From an optimization exercise on the open Yosys and OpenROAD flow, aimed at small area; shortcuts taken in it are not production practice. At most, simulation tests tie the RTL to the original design; equivalence was not proved. Power is estimated from default activity; no workload was simulated.

==> inputs of run E <==
==> flow/design.v <==
module wco_eval (
    input  wire [71:0] bn,              
    input  wire        fvn,             
    input  wire        kind,            
    input  wire        efr,             
    input  wire        eck,             
    input  wire        mask_high,
    input  wire        fault_en,
    output wire        frame_valid,
    output wire        reading_valid,
    output wire [2:0]  err,
    output wire        okind,
    output wire [71:0] frame,
    output wire [15:0] raw,
    output wire        fault
);
    localparam [15:0] RANGE_MAX = 16'd5000;
    wire fv = ~fvn;
    wire sp = fv & ~kind;
    wire sq = fv & kind;
    wire [7:0] hi = ({8{sp}} & ~bn[39:32]) | ({8{sq}} & ~bn[55:48]);
    wire [7:0] lo = ({8{sp}} & ~bn[31:24]) | ({8{sq}} & ~bn[47:40]);
    assign raw   = {hi[7:5] & {3{~mask_high}}, hi[4:0], lo};
    assign fault = hi[7] & fault_en;
    wire in_range = (raw <= RANGE_MAX);
    assign frame_valid   = fv;
    assign okind         = sq;
    assign frame         = ~(bn | {72{fvn}});
    assign reading_valid = fv & in_range;
    assign err           = {fv & ~in_range, eck, efr};
endmodule
module wco_fsync (
    input  wire        clk,
    input  wire        rst_n,             
    input  wire [7:0]  cfg_start,
    input  wire [7:0]  cfg_disc_push,
    input  wire [7:0]  cfg_disc_qa,
    input  wire        cfg_early_disc,
    input  wire        cfg_mask_high,
    input  wire        cfg_fault_en,
    input  wire        rx_valid,
    input  wire [7:0]  rx_byte,
    input  wire        ctl_discard,
    input  wire        ctl_clr,
    input  wire        ctl_acc_push,
    input  wire        ctl_acc_qa,
    output wire        o_frame_valid,
    output wire        o_reading_valid,
    output wire [2:0]  o_err,
    output wire        o_kind,
    output wire [71:0] o_frame,
    output wire [15:0] o_raw,
    output wire        o_fault,
    output wire [3:0]  o_idx
);
    reg [7:0] bn0, bn1, bn2, bn3, bn4, bn5, bn6, bn7;
    reg [7:0] accn;        
    reg       p1, q1;      
    reg [3:0] idx;
    reg       r_fvn, r_kind, r_efr, r_eck;  
    reg       r_mask, r_fen;              
    assign o_idx = idx;
    wire feed   = !ctl_clr && rx_valid && !ctl_discard;
    wire i0     = (idx == 4'd0);
    wire i1     = (idx == 4'd1);
    wire i8     = (idx == 4'd8);
    wire b_is_start = (rx_byte == cfg_start);
    wire b_is_push  = (rx_byte == cfg_disc_push);
    wire b_is_qa    = (rx_byte == cfg_disc_qa);
    wire early_rej  = cfg_early_disc && !(b_is_push || b_is_qa);
    wire shift = feed && !i8 && (!i0 || b_is_start);
    wire [7:0] acc_sum = (i1 ? 8'hFF : accn) + rx_byte;
    wire       cks_ok  = &acc_sum;
    wire       accepted = (p1 && ctl_acc_push) || (q1 && ctl_acc_qa);
    always @(posedge clk) begin
        if (rst_n && shift) begin
            bn0 <= bn1; bn1 <= bn2; bn2 <= bn3; bn3 <= bn4;
            bn4 <= bn5; bn5 <= bn6; bn6 <= bn7; bn7 <= ~rx_byte;
        end
        if (rst_n && feed && !i0 && !i8)
            accn <= acc_sum;
        if (rst_n && feed && i1) begin
            p1 <= b_is_push;
            q1 <= b_is_qa;
        end
        r_mask <= cfg_mask_high;
        r_fen  <= cfg_fault_en;
    end
    always @(posedge clk) begin
        if (!rst_n) begin
            idx    <= 4'd0;
            r_fvn  <= 1'b1;
            r_kind <= 1'b0;
            r_efr  <= 1'b0;
            r_eck  <= 1'b0;
        end else begin
            r_fvn  <= 1'b1;
            r_kind <= 1'b0;
            r_efr  <= 1'b0;
            r_eck  <= 1'b0;
            if (ctl_clr) begin
                idx <= 4'd0;
            end else if (feed) begin
                if (i0) begin
                    if (b_is_start) idx <= 4'd1;
                end else if (i1) begin
                    if (early_rej) begin
                        idx   <= 4'd0;
                        r_efr <= 1'b1;
                    end else begin
                        idx <= 4'd2;
                    end
                end else if (i8) begin
                    idx    <= 4'd0;
                    r_efr  <= !accepted;
                    r_eck  <= accepted && !cks_ok;
                    r_fvn  <= !(accepted && cks_ok);
                    r_kind <= q1;
                end else begin
                    idx <= idx + 4'd1;
                end
            end
        end
    end
    wco_eval u_eval (
        .bn            ({bn0, bn1, bn2, bn3, bn4, bn5, bn6, bn7, accn}),
        .fvn           (r_fvn),
        .kind          (r_kind),
        .efr           (r_efr),
        .eck           (r_eck),
        .mask_high     (r_mask),
        .fault_en      (r_fen),
        .frame_valid   (o_frame_valid),
        .reading_valid (o_reading_valid),
        .err           (o_err),
        .okind         (o_kind),
        .frame         (o_frame),
        .raw           (o_raw),
        .fault         (o_fault)
    );
endmodule
==> flow/flow/run.sh <==
#!/bin/bash
# Standard layout (the standard.sh: standard synthesis, floorplan, power grid,
# placement, CTS, routing), with two changes:
#  - port buffers use the smallest buffer cell instead of the resizer's pick;
#  - CTS without dummy loads.
# make's full output goes to flow_make.log in the work folder; ORFS keeps each
# step's own log under orfs/logs/.
set -euo pipefail
cd "$(dirname "$0")/.."
bash standard.sh \
  "BUFFER_PORTS_ARGS=-buffer_cell sky130_fd_sc_hd__buf_1" \
  "CTS_ARGS=-sink_clustering_enable -repair_clock_nets -dont_use_dummy_load ${CTS_EXTRA:-}" \
  finish > flow_make.log 2>&1
==> flow/standard.sh <==
#!/bin/bash
# synth_recipe.tcl (not shown) runs the flow's synth.tcl, then flattens the netlist and writes it again
# the make line also repeats each setting of config.mk as NAME=value (left out here)
make -C /OpenROAD-flow-scripts/flow DESIGN_CONFIG=/design/flow/config.mk WORK_HOME=/design/flow/orfs CLKGATE_MAP_FILE= SYNTH_SCRIPT=/design/flow/synth_recipe.tcl "${@:-finish}"
==> flow/config.mk <==
export PLATFORM = sky130hd
export DESIGN_NAME = wco_fsync
export DESIGN_NICKNAME = wco_fsync
export VERILOG_FILES = /design/flow/design.v
export SDC_FILE = /design/flow/constraint.sdc
export NUM_CORES = 4
export LEC_CHECK = 0
export CAP_MARGIN = 20
export CORE_MARGIN = 2
export CORE_UTILIZATION = 40
export SLEW_MARGIN = 20
==> flow/constraint.sdc <==
create_clock -name core_clock -period 6.0 [get_ports {clk}]
set_input_delay 1.2000 -clock core_clock [delete_from_list [all_inputs] [get_ports {clk}]]
set_output_delay 1.2000 -clock core_clock [all_outputs]
set_load 0.01 [all_outputs]
==> inputs of run B, as changes to run E <==
==> flow/design.v, changed modules only <==
module wco_eval (
    input  wire [71:0] bn,              
    input  wire        fvn,             
    input  wire        kind,            
    input  wire        efr,             
    input  wire        eck,             
    input  wire        mask_high,
    input  wire        fault_en,
    output wire        frame_valid,
    output wire        reading_valid,
    output wire [2:0]  err,
    output wire        okind,
    output wire [71:0] frame,
    output wire [15:0] raw,
    output wire        fault
);
    wire fv = ~fvn;
    wire spn  = fvn | kind;
    wire sqn  = fvn | ~kind;
    wire spmn = spn | mask_high;
    wire sqmn = sqn | mask_high;
    wire hi7;
    wco_sel #(.W(13)) u_sel_lo (.spn(spn), .sqn(sqn),
        .pn({bn[36:32], bn[31:24]}), .qn({bn[52:48], bn[47:40]}), .y(raw[12:0]));
    wco_sel #(.W(3)) u_sel_hi (.spn(spmn), .sqn(sqmn),
        .pn(bn[39:37]), .qn(bn[55:53]), .y(raw[15:13]));
    wco_sel #(.W(1)) u_sel_f (.spn(spn), .sqn(sqn),
        .pn(bn[39]), .qn(bn[55]), .y(hi7));
    assign fault = hi7 & fault_en;
    wire in_range;
    wco_range u_range (.count(raw), .in_range(in_range));
    wco_gate #(.W(72)) u_gate (.bn(bn), .fvn(fvn), .y(frame));
    assign frame_valid   = fv;
    assign okind         = fv & kind;
    assign reading_valid = fv & in_range;
    assign err           = {~in_range, eck, efr};
endmodule
module wco_sel #(parameter W = 8) (
    input  wire         spn,
    input  wire         sqn,
    input  wire [W-1:0] pn,
    input  wire [W-1:0] qn,
    output wire [W-1:0] y
);
    assign y = ~(({W{spn}} | pn) & ({W{sqn}} | qn));
endmodule
module wco_gate #(parameter W = 8) (
    input  wire [W-1:0] bn,
    input  wire         fvn,
    output wire [W-1:0] y
);
    assign y = ~(bn | {W{fvn}});
endmodule
module wco_range (
    input  wire [15:0] count,
    output wire        in_range
);
    assign in_range = (count <= 16'd5000);
endmodule
module wco_fsync (
    input  wire        clk,
    input  wire        rst_n,             
    input  wire [7:0]  cfg_start,
    input  wire [7:0]  cfg_disc_push,
    input  wire [7:0]  cfg_disc_qa,
    input  wire        cfg_early_disc,
    input  wire        cfg_mask_high,
    input  wire        cfg_fault_en,
    input  wire        rx_valid,
    input  wire [7:0]  rx_byte,
    input  wire        ctl_discard,
    input  wire        ctl_clr,
    input  wire        ctl_acc_push,
    input  wire        ctl_acc_qa,
    output wire        o_frame_valid,
    output wire        o_reading_valid,
    output wire [2:0]  o_err,
    output wire        o_kind,
    output wire [71:0] o_frame,
    output wire [15:0] o_raw,
    output wire        o_fault,
    output wire [3:0]  o_idx
);
    reg [7:0] bn0, bn1, bn2, bn3, bn4, bn5, bn6, bn7;
    reg [7:0] accn;        
    reg       p1, q1;      
    reg [3:0] idx;         
    reg       r_fvn, r_efr, r_eck;  
    reg       r_mask, r_fen;        
    assign o_idx = idx;
    wire b_is_start, b_is_push, b_is_qa;
    wco_eq8 u_eq_start (.a(rx_byte), .b(cfg_start),     .eq(b_is_start));
    wco_eq8 u_eq_push  (.a(rx_byte), .b(cfg_disc_push), .eq(b_is_push));
    wco_eq8 u_eq_qa    (.a(rx_byte), .b(cfg_disc_qa),   .eq(b_is_qa));
    wire feed = !ctl_clr && rx_valid && !ctl_discard;
    wire i0   = (idx == 4'd0);
    wire i1   = (idx[2:0] == 3'd1);   
    wire i8   = idx[3];               
    wire early_rej = cfg_early_disc && !(b_is_push || b_is_qa);
    wire adv = feed && (i0 ? b_is_start : (i1 ? !early_rej : !i8));
    wire [7:0] acc_sum;
    wire       cks_ok;
    wco_acc u_acc (.accn(accn), .b(rx_byte), .init(i1), .sum(acc_sum), .ok(cks_ok));
    wire accepted = (p1 && ctl_acc_push) || (q1 && ctl_acc_qa);
    wire ev = feed && i8;
    always @(posedge clk) begin
        if (rst_n && adv) begin
            bn0 <= bn1; bn1 <= bn2; bn2 <= bn3; bn3 <= bn4;
            bn4 <= bn5; bn5 <= bn6; bn6 <= bn7; bn7 <= ~rx_byte;
            accn <= acc_sum;
        end
        if (rst_n && adv && i1) begin
            p1 <= b_is_push;
            q1 <= b_is_qa;
        end
        r_mask <= cfg_mask_high;
        r_fen  <= cfg_fault_en;
    end
    always @(posedge clk) begin
        if (!rst_n || ctl_clr) idx <= 4'd0;
        else if (adv)          idx <= idx + 4'd1;
        else if (feed)         idx <= 4'd0;
        r_fvn <= !(rst_n && ev && accepted && cks_ok);
        r_efr <= rst_n && feed && ((i1 && early_rej) || (i8 && !accepted));
        r_eck <= rst_n && ev && accepted && !cks_ok;
    end
    wco_eval u_eval (
        .bn            ({bn0, bn1, bn2, bn3, bn4, bn5, bn6, bn7, accn}),
        .fvn           (r_fvn),
        .kind          (q1),      
        .efr           (r_efr),
        .eck           (r_eck),
        .mask_high     (r_mask),
        .fault_en      (r_fen),
        .frame_valid   (o_frame_valid),
        .reading_valid (o_reading_valid),
        .err           (o_err),
        .okind         (o_kind),
        .frame         (o_frame),
        .raw           (o_raw),
        .fault         (o_fault)
    );
endmodule
module wco_eq8 (
    input  wire [7:0] a,
    input  wire [7:0] b,
    output wire       eq
);
    assign eq = (a == b);
endmodule
module wco_acc (
    input  wire [7:0] accn,
    input  wire [7:0] b,
    input  wire       init,
    output wire [7:0] sum,
    output wire       ok
);
    wire [7:0] a = accn | {8{init}};
    wire [8:0] c;
    assign c[0] = 1'b0;
    genvar i;
    generate
        for (i = 0; i < 8; i = i + 1) begin : g_bit
            assign sum[i]   = a[i] ^ b[i] ^ c[i];
            assign c[i + 1] = (a[i] & b[i]) | (c[i] & (a[i] ^ b[i]));
        end
    endgenerate
    assign ok = &sum;
endmodule
--- a/flow/flow/run.sh
+++ b/flow/flow/run.sh
@@ -9,5 +9,5 @@
 cd "$(dirname "$0")/.."
 bash standard.sh \
   "BUFFER_PORTS_ARGS=-buffer_cell sky130_fd_sc_hd__buf_1" \
-  "CTS_ARGS=-sink_clustering_enable -repair_clock_nets -dont_use_dummy_load ${CTS_EXTRA:-}" \
+  "CTS_ARGS=-sink_clustering_enable -repair_clock_nets -dont_use_dummy_load -buf_list {sky130_fd_sc_hd__clkbuf_4}" \
   finish > flow_make.log 2>&1
Settings changed: CORE_UTILIZATION 40 to 60, PLACE_DENSITY set to 0.8, SYNTH_HIERARCHICAL set to 1, SYNTH_MINIMUM_KEEP_SIZE set to 0.
==> inputs of run X, as changes to run E <==
--- a/flow/design.v
+++ b/flow/design.v
@@ -57,7 +57,7 @@
     reg [7:0] accn;        
     reg       p1, q1;      
     reg [3:0] idx;
-    reg       r_fvn, r_kind, r_efr, r_eck;  
+    reg       r_fvn, r_efr, r_eck;  
     reg       r_mask, r_fen;              
     assign o_idx = idx;
     wire feed   = !ctl_clr && rx_valid && !ctl_discard;
@@ -90,12 +90,10 @@
         if (!rst_n) begin
             idx    <= 4'd0;
             r_fvn  <= 1'b1;
-            r_kind <= 1'b0;
             r_efr  <= 1'b0;
             r_eck  <= 1'b0;
         end else begin
             r_fvn  <= 1'b1;
-            r_kind <= 1'b0;
             r_efr  <= 1'b0;
             r_eck  <= 1'b0;
             if (ctl_clr) begin
@@ -115,7 +113,6 @@
                     r_efr  <= !accepted;
                     r_eck  <= accepted && !cks_ok;
                     r_fvn  <= !(accepted && cks_ok);
-                    r_kind <= q1;
                 end else begin
                     idx <= idx + 4'd1;
                 end
@@ -125,7 +122,7 @@
     wco_eval u_eval (
         .bn            ({bn0, bn1, bn2, bn3, bn4, bn5, bn6, bn7, accn}),
         .fvn           (r_fvn),
-        .kind          (r_kind),
+        .kind          (q1),      
         .efr           (r_efr),
         .eck           (r_eck),
         .mask_high     (r_mask),
--- a/flow/flow/run.sh
+++ b/flow/flow/run.sh
@@ -9,5 +9,5 @@
 cd "$(dirname "$0")/.."
 bash standard.sh \
   "BUFFER_PORTS_ARGS=-buffer_cell sky130_fd_sc_hd__buf_1" \
-  "CTS_ARGS=-sink_clustering_enable -repair_clock_nets -dont_use_dummy_load ${CTS_EXTRA:-}" \
+  "CTS_ARGS=-sink_clustering_enable -repair_clock_nets -dont_use_dummy_load -sink_clustering_size 90 -sink_clustering_max_diameter 500 -buf_list {sky130_fd_sc_hd__clkbuf_16}" \
   finish > flow_make.log 2>&1
==> inputs of run D, as changes to run E <==
--- a/flow/design.v
+++ b/flow/design.v
@@ -57,7 +57,7 @@
     reg [7:0] accn;        
     reg       p1, q1;      
     reg [3:0] idx;
-    reg       r_fvn, r_kind, r_efr, r_eck;  
+    reg       r_fvn, r_efr, r_eck;  
     reg       r_mask, r_fen;              
     assign o_idx = idx;
     wire feed   = !ctl_clr && rx_valid && !ctl_discard;
@@ -90,12 +90,10 @@
         if (!rst_n) begin
             idx    <= 4'd0;
             r_fvn  <= 1'b1;
-            r_kind <= 1'b0;
             r_efr  <= 1'b0;
             r_eck  <= 1'b0;
         end else begin
             r_fvn  <= 1'b1;
-            r_kind <= 1'b0;
             r_efr  <= 1'b0;
             r_eck  <= 1'b0;
             if (ctl_clr) begin
@@ -115,7 +113,6 @@
                     r_efr  <= !accepted;
                     r_eck  <= accepted && !cks_ok;
                     r_fvn  <= !(accepted && cks_ok);
-                    r_kind <= q1;
                 end else begin
                     idx <= idx + 4'd1;
                 end
@@ -125,7 +122,7 @@
     wco_eval u_eval (
         .bn            ({bn0, bn1, bn2, bn3, bn4, bn5, bn6, bn7, accn}),
         .fvn           (r_fvn),
-        .kind          (r_kind),
+        .kind          (q1),      
         .efr           (r_efr),
         .eck           (r_eck),
         .mask_high     (r_mask),
--- a/flow/flow/run.sh
+++ b/flow/flow/run.sh
@@ -9,5 +9,5 @@
 cd "$(dirname "$0")/.."
 bash standard.sh \
   "BUFFER_PORTS_ARGS=-buffer_cell sky130_fd_sc_hd__buf_1" \
-  "CTS_ARGS=-sink_clustering_enable -repair_clock_nets -dont_use_dummy_load ${CTS_EXTRA:-}" \
+  "CTS_ARGS=-sink_clustering_enable -repair_clock_nets -dont_use_dummy_load -sink_clustering_size 30 -sink_clustering_max_diameter 200 -buf_list {sky130_fd_sc_hd__clkbuf_4 sky130_fd_sc_hd__clkbuf_8}" \
   finish > flow_make.log 2>&1
==> summary of the runs <==
Against run X, the via count of run D is lower by about 0.22%. Against run B, the synthesized cell count of run X is higher by about 18%. In flip-flop and latch count, run X and run B do not differ. Total power: run B is lower than run X (21%). Against run D, the register-to-register slack of run B is lower by 1.1 ns.
Only the layout flow was run in run E, run X and run D; the RTL was not checked for function there.

what the ideal ports hide:
Ports are ideal in the flow. The routed layouts listed here were re-timed in OpenROAD.
Step 1 assumes that a clkbuf_16 drives the clock port and a buf_2 every other input.
Step 2 adds t to the input delays and takes it off the output delays; t is the mean of the earliest and latest rising clock arrival at the registers after step 1. Input paths then give back, and output paths get back, about the clock's delay inside the block.
a / b / c = no drivers / after step 1 / after step 2; a / b = the first two.
run | t, ns | slack for setup (ns) | hold slack, ns
run E | 0.360 | 2.211 / 2.178 / 2.157 | 0.443 / 0.443 / 0.443
run B | 0.426 | 1.553 / 1.553 / 1.321 | 0.459 / 0.459 / 0.459
run X | 0.369 | 2.282 / 2.301 / 1.932 | 0.436 / 0.436 / 0.436
run D | 0.367 | 2.302 / 2.313 / 1.945 | 0.428 / 0.428 / 0.428
After both steps setup and hold are still met in every run listed. For run D, which loses most, drivers alone change the setup slack by +0.011 ns; drivers and shift together by -0.357 ns.
